Context: an optimization exercise on an open-source flow, tuned for small area. The choices shown serve that exercise and are no tape-out recipe. The RTL was checked by simulation tests, not by an equivalence proof against the original design. The clock port is modelled as an ideal driver; clocking choices that lean on that would not hold on a real chip. Power and IR drop assume default switching activity.

## drc_tx_engine
module drc_tx_engine (
    input  wire        clk,
    input  wire        rst,
    input  wire        enable,
    input  wire        cfg_we,
    input  wire [4:0]  cfg_addr,
    input  wire [31:0] cfg_wdata,
    input  wire        send,
    input  wire        force_stop,
    input  wire [1:0]  flag_clr,
    output wire        tx_valid,
    output wire [7:0]  tx_data,
    input  wire        tx_ready,
    output wire        host_busy,
    output reg         host_done,
    output wire        halt_busy,
    output reg         abort,
    output reg         fstop_drop
);
Size in the first run: about 0.028 mm2 of cells after synthesis.
==> flow/config.mk <==
export PLATFORM = sky130hd
export DESIGN_NAME = drc_tx_engine
export DESIGN_NICKNAME = drc_tx_engine
export VERILOG_FILES = /design/flow/design.v
export SDC_FILE = /design/flow/constraint.sdc
export NUM_CORES = 4
export LEC_CHECK = 0
export CAP_MARGIN = 20
export CORE_MARGIN = 2
export CORE_UTILIZATION = 60
export CTS_BUF_LIST = sky130_fd_sc_hd__clkbuf_8
export CTS_CLUSTER_SIZE = 30
export SLEW_MARGIN = 20
==> flow/constraint.sdc <==
create_clock -name core_clock -period 40.0 [get_ports {clk}]
set_input_delay 8.0000 -clock core_clock [delete_from_list [all_inputs] [get_ports {clk}]]
set_output_delay 8.0000 -clock core_clock [all_outputs]
set_load 0.01 [all_outputs]
run.sh (not shown) runs the stock make flow with config.mk's settings and CLKGATE_MAP_FILE= SYNTH_SCRIPT=/design/flow/synth_recipe.tcl, a recipe that flattens the netlist after the stock synthesis.
Rerun with:
CORE_UTILIZATION = 40   (was 60)
CTS_BUF_LIST = default   (was sky130_fd_sc_hd__clkbuf_8)
CTS_CLUSTER_SIZE = default   (was 30)
Total power rose by roughly a tenth.
Clock skew fell by 19 ps.
Worst setup slack loses 3.8 ps.
Routed wire length rose slightly.
Rerun with:
CORE_UTILIZATION = 60   (was 40)
CTS_BUF_LIST = sky130_fd_sc_hd__clkbuf_4   (was default)
CTS_CLUSTER_DIAMETER = 30   (was default)
CTS_CLUSTER_SIZE = 10   (was default)
Effect:
- The new run produced a clean layout
- synthesized cell count is unchanged
- total power is lower by about 8%
- global-route usage is higher by 8.2 points
- core utilization is higher by 21 points
- via count is higher by 2.6%
- register-to-register slack is worse by 510 ps
- area after synthesis does not change
- flip-flop and latch count does not change
Rerun with:
==> flow/flow/run.sh (new file) <==
#!/bin/bash
# Standard synthesis and layout (standard.sh), with two changes to the clock
# tree and port buffers: no CTS dummy loads, small clock buffers, and the
# smallest buffer on each port. Each step's full output goes to its own log here.
set -euo pipefail
export CTS_ARGS="-sink_clustering_enable -repair_clock_nets -dont_use_dummy_load -buf_list sky130_fd_sc_hd__clkbuf_4 -sink_clustering_size 10 -sink_clustering_max_diameter 30"
export BUFFER_PORTS_ARGS="-buffer_cell sky130_fd_sc_hd__buf_1"
bash standard.sh synth > run_synth.log 2>&1
bash standard.sh > run_layout.log 2>&1
==> flow/standard.sh (new file) <==
#!/bin/bash
# synth_recipe.tcl (not shown) runs the flow's synth.tcl, then flattens the netlist and writes it again
# the make line also repeats each setting of config.mk as NAME=value (left out here)
make -C /OpenROAD-flow-scripts/flow DESIGN_CONFIG=/design/flow/config.mk WORK_HOME=/design/flow/orfs CLKGATE_MAP_FILE= SYNTH_SCRIPT=/design/flow/synth_recipe.tcl "${@:-finish}"
CTS_BUF_LIST = default   (was sky130_fd_sc_hd__clkbuf_4)
CTS_CLUSTER_DIAMETER = default   (was 30)
CTS_CLUSTER_SIZE = default   (was 10)
removed: flow/run.sh
What happened: Via count shrinks by 1.3%. Register-to-register slack improves by 750 ps. Cell area went down by 4.5%.


drc_tx_engine, a different RTL version from the one above (not shown whole).
For scale: roughly 1300 cells after synthesis, about 770 flip-flops, about 60 I/O pins, ~0.027 mm^2 of cells after synthesis.
Settings: LEC_CHECK=0, CAP_MARGIN=20, CORE_MARGIN=2, CORE_UTILIZATION=60, SLEW_MARGIN=20, SYNTH_HIERARCHICAL=1, SYNTH_MINIMUM_KEEP_SIZE=0; clock period 40.0 ns.
standard.sh (not shown) runs the stock make flow with config.mk's settings and CLKGATE_MAP_FILE= SYNTH_SCRIPT=/design/flow/synth_recipe.tcl, a recipe that flattens the netlist after the stock synthesis.
==> flow/flow/run.sh <==
#!/bin/bash
# Standard synthesis and layout (standard.sh), with two changes to the clock
# tree and port buffers: no CTS dummy loads, small clock buffers, and the
# smallest buffer on each port. Each step's full output goes to its own log here.
set -euo pipefail
export CTS_ARGS="-sink_clustering_enable -repair_clock_nets -dont_use_dummy_load -buf_list sky130_fd_sc_hd__clkbuf_8 -sink_clustering_size 16 -sink_clustering_max_diameter 50"
export BUFFER_PORTS_ARGS="-buffer_cell sky130_fd_sc_hd__buf_1"
bash standard.sh synth > run_synth.log 2>&1
bash standard.sh > run_layout.log 2>&1
The baseline ran to the end with no violations.
Change:
==> flow/flow/run.sh (replaced) <==
#!/bin/bash
# Standard synthesis and layout (standard.sh), with two changes to the clock
# tree and port buffers: no CTS dummy loads, small clock buffers, and the
# smallest buffer on each port. Each step's full output goes to its own log here.
set -euo pipefail
export CTS_ARGS="-sink_clustering_enable -repair_clock_nets -dont_use_dummy_load -buf_list sky130_fd_sc_hd__clkbuf_16 -sink_clustering_size 32 -sink_clustering_max_diameter 60"
export BUFFER_PORTS_ARGS="-buffer_cell sky130_fd_sc_hd__buf_1"
bash standard.sh synth > run_synth.log 2>&1
bash standard.sh > run_layout.log 2>&1
Cell area went up slightly.
Wire length went down slightly.
Final cell count went down slightly.
Via count stays flat.
Synthesized cell count stays the same.
Non-clock buffer count stays the same.
Fmax stays flat.
Change:
==> flow/flow/run.sh (replaced) <==
#!/bin/bash
# Standard synthesis and layout (standard.sh), with two changes to the clock
# tree and port buffers: no CTS dummy loads, small clock buffers, and the
# smallest buffer on each port. Each step's full output goes to its own log here.
set -euo pipefail
export CTS_ARGS="-sink_clustering_enable -repair_clock_nets -dont_use_dummy_load -buf_list sky130_fd_sc_hd__clkbuf_8 -sink_clustering_size 20 -sink_clustering_max_diameter 40"
export BUFFER_PORTS_ARGS="-buffer_cell sky130_fd_sc_hd__buf_1"
bash standard.sh synth > run_synth.log 2>&1
bash standard.sh > run_layout.log 2>&1
Wire length rose slightly.
Combinational power stays flat.
Setup slack gets better by 7.1 ps.
Clock power stays flat.
Power stays flat.
Clock skew rose by 8.3 ps.


Setup of run A:
drc_tx_engine, a different RTL version from the one above (not shown whole).
Size in the first run: roughly 1300 cells after synthesis, about 60 I/O pins, about 26000 um^2 of cells after synthesis.
export LEC_CHECK = 0
export CAP_MARGIN = 20
export CORE_MARGIN = 2
export CORE_UTILIZATION = 60
export SLEW_MARGIN = 20
export SYNTH_HIERARCHICAL = 1
export SYNTH_MINIMUM_KEEP_SIZE = 0
create_clock -name core_clock -period 40.0 [get_ports {clk}]
==> flow/flow/run.sh <==
#!/bin/bash
# Standard synthesis and layout (standard.sh), with two changes to the clock
# tree and port buffers: no CTS dummy loads, small clock buffers, and the
# smallest buffer on each port. Each step's full output goes to its own log here.
set -euo pipefail
export CTS_ARGS="-sink_clustering_enable -repair_clock_nets -dont_use_dummy_load -buf_list sky130_fd_sc_hd__clkbuf_8 -sink_clustering_size 18 -sink_clustering_max_diameter 60"
export BUFFER_PORTS_ARGS="-buffer_cell sky130_fd_sc_hd__buf_1"
bash standard.sh synth > run_synth.log 2>&1
bash standard.sh > run_layout.log 2>&1
## Diff of input files: run B against run A
Settings: CAP_MARGIN now 5, was 20; CORE_UTILIZATION now 70, was 60; SLEW_MARGIN now 5, was 20.
==> comparison <==
- Relative to run A, overall fraction of global-route tracks in use has increased by 3.3 points in run B.
- When run B is measured against run A, its mean routed wirelength per cell turns out about 3% higher.
- For the initial core utilization, run B came in 11 points higher than run A did.
- Compared to run A, run B shows a wider setup margin.
Edits applied to the flow inputs when going from run B to run C:
diff --git a/flow/flow/run.sh b/flow/flow/run.sh
--- a/flow/flow/run.sh
+++ b/flow/flow/run.sh
@@ -6 +6 @@
-export CTS_ARGS="-sink_clustering_enable -repair_clock_nets -dont_use_dummy_load -buf_list sky130_fd_sc_hd__clkbuf_8 -sink_clustering_size 18 -sink_clustering_max_diameter 60"
+export CTS_ARGS="-sink_clustering_enable -repair_clock_nets -dont_use_dummy_load -buf_list sky130_fd_sc_hd__clkbuf_8 -root_buf sky130_fd_sc_hd__clkbuf_4 -tree_buf sky130_fd_sc_hd__clkbuf_4 -sink_clustering_size 18 -sink_clustering_max_diameter 60"
==> run summary <==
Taking run B as the reference, in run C fmax comparable, setup slack about even, minimum clock period flat, clock network area share neither gained nor lost much, worst hold slack did not really move. The design area was comparable across run B and run C.
--- input diff run C..run D ---
Settings: swapping 70 for 60 in CORE_UTILIZATION; swapping 5 for 20 in SLEW_MARGIN; swapping 5 for 20 in CAP_MARGIN.
==> flow/flow/run.sh <==
#!/bin/bash
# Standard synthesis and layout (standard.sh), with changes to the clock tree
# and port buffers only: no CTS dummy loads, small clock buffers (a leaf
# buffer whose flip-flops would see a slow clock edge is upsized after CTS,
# post_cts.tcl), and the smallest buffer on each port.
# Each step's full output goes to its own log in this folder.
set -euo pipefail
here=$(pwd)
export CTS_ARGS="-sink_clustering_enable -repair_clock_nets -dont_use_dummy_load -buf_list sky130_fd_sc_hd__clkbuf_4 -sink_clustering_size 12 -sink_clustering_max_diameter 60"
export BUFFER_PORTS_ARGS="-buffer_cell sky130_fd_sc_hd__buf_1"
export POST_CTS_TCL="$here/flow/post_cts.tcl"
bash standard.sh synth > run_synth.log 2>&1
bash standard.sh > run_layout.log 2>&1
==> flow/flow/post_cts.tcl (new file) <==
# Upsize each clock leaf buffer whose flip-flop clock pins would see a slow
# edge (placement estimate), then legalize the placement again.
estimate_parasitics -placement
set big [get_lib_cells sky130_fd_sc_hd__clkbuf_8]
set changed 0
foreach inst [get_cells clkbuf_leaf_*] {
  if {[get_property $inst ref_name] ne "sky130_fd_sc_hd__clkbuf_4"} { continue }
  set opin [get_pins -of_objects $inst -filter "direction == output"]
  set net [get_nets -of_objects $opin]
  set worst 0.0
  foreach p [get_pins -of_objects $net -filter "direction == input"] {
    set s [get_property $p slew_max]
    if {$s > $worst} { set worst $s }
  }
  if {$worst > 0.115} {
    replace_cell $inst $big
    incr changed
  }
}
puts "post_cts: upsized $changed clock leaf buffers"
if {$changed > 0} {
  detailed_placement
  check_placement -verbose
  estimate_parasitics -placement
}
Findings:
The run showing the smaller detailed-routed wire length on met3 is run D. Run D vs. run C: shortest clock period the worst path allows after layout higher; worst-case register-to-register setup slack picked up an extra 20 ps; final cell count higher; final setup slack of the worst path now sits lower. Relative to run C, global-route wire length before repair has gone up in run D. Run D vs run C — total power after layout rose about 2%. Run D against run C: sequential share of layout area went down by 0.87 points; fmax barely changed.
#### Input delta (run E over run D)
Settings: CAP_MARGIN: 20 -> 0; SLEW_MARGIN: 20 -> 0; CORE_UTILIZATION: 60 -> 80.
==> flow/flow/run.sh <==
#!/bin/bash
# Standard synthesis and layout (standard.sh), with two changes to the clock
# tree and port buffers: no CTS dummy loads, small clock buffers, and the
# smallest buffer on each port. Each step's full output goes to its own log here.
set -euo pipefail
export CTS_ARGS="-sink_clustering_enable -repair_clock_nets -dont_use_dummy_load -buf_list sky130_fd_sc_hd__clkbuf_8 -sink_clustering_size 18 -sink_clustering_max_diameter 60"
export BUFFER_PORTS_ARGS="-buffer_cell sky130_fd_sc_hd__buf_1"
bash standard.sh synth > run_synth.log 2>&1
bash standard.sh > run_layout.log 2>&1
removed: flow/flow/post_cts.tcl
Notes after the runs:
Row final area: run E lower / run D higher
Run E vs. run D: average detailed-routed wire length per instance went up by 7.4%.
Comparing run E against run D, there is no change at all in critical path depth.
Run E: placement-stage cell area is about 0.8% lower than what run D reported.
| global-route usage | higher: run E |
On clock group share of total power, the higher figure sits with run D, not run E.
On maximum frequency from static timing analysis, run D and run E are neck and neck.
Global-route wire length before repair in run E is about 2% lower than in run D

==> static timing again, ports no longer ideal <==
The flow's constraints put no driver on any port. The routed layouts listed below were extracted and timed again, unchanged, in two steps. Step 1 assumes that a clkbuf_16 drives the clock port and a buf_2 every other input. Step 2 also shifts input and output timing later by t, the mid clock arrival at the registers, as if the neighbouring blocks saw the same clock. Three values: no drivers, after step 1, after step 2; two values: the first two.
run | shift t [ns] | slack for setup (ns) | worst setup path after step 2 | worst register clock-pin slew, ns | worst slew at a driven data input, ns
the first run of note 1 | 0.752 | 22.761 / 22.736 / 22.736 | input to output | 0.07 / 0.07 | 0.04
the second run of note 1 | 0.677 | 22.758 / 22.722 / 22.723 | input to output | 0.07 / 0.07 | 0.07
the third run of note 1 | 1.026 | 22.762 / 22.736 / 22.736 | input to output | 0.10 / 0.10 | 0.04
the fourth run of note 1 | 0.996 | 23.518 / 23.492 / 23.492 | input to output | 0.10 / 0.10 | 0.05
the first run of note 2 | 0.713 | 23.470 / 23.448 / 23.448 | input to output | 0.10 / 0.10 | 0.08
the second run of note 2 | 0.627 | 23.463 / 23.441 / 23.441 | input to output | 0.11 / 0.11 | 0.07
the third run of note 2 | 0.688 | 23.470 / 23.448 / 23.448 | input to output | 0.10 / 0.10 | 0.07
run A | 0.688 | 23.457 / 23.435 / 23.435 | input to output | 0.11 / 0.11 | 0.05
run B | 0.688 | 23.472 / 23.449 / 23.449 | input to output | 0.11 / 0.11 | 0.07
run C | 0.863 | 23.470 / 23.447 / 23.447 | input to output | 0.11 / 0.11 | 0.07
run D | 0.825 | 23.458 / 23.436 / 23.436 | input to output | 0.12 / 0.12 | 0.05
run E | 0.657 | 23.475 / 23.448 / 23.448 | input to output | 0.11 / 0.11 | 0.06
After both steps setup and hold are still met in every run listed. The setup slack of the second run of note 1, which loses most, moves by -0.036 ns with the drivers and by -0.035 ns with both steps.
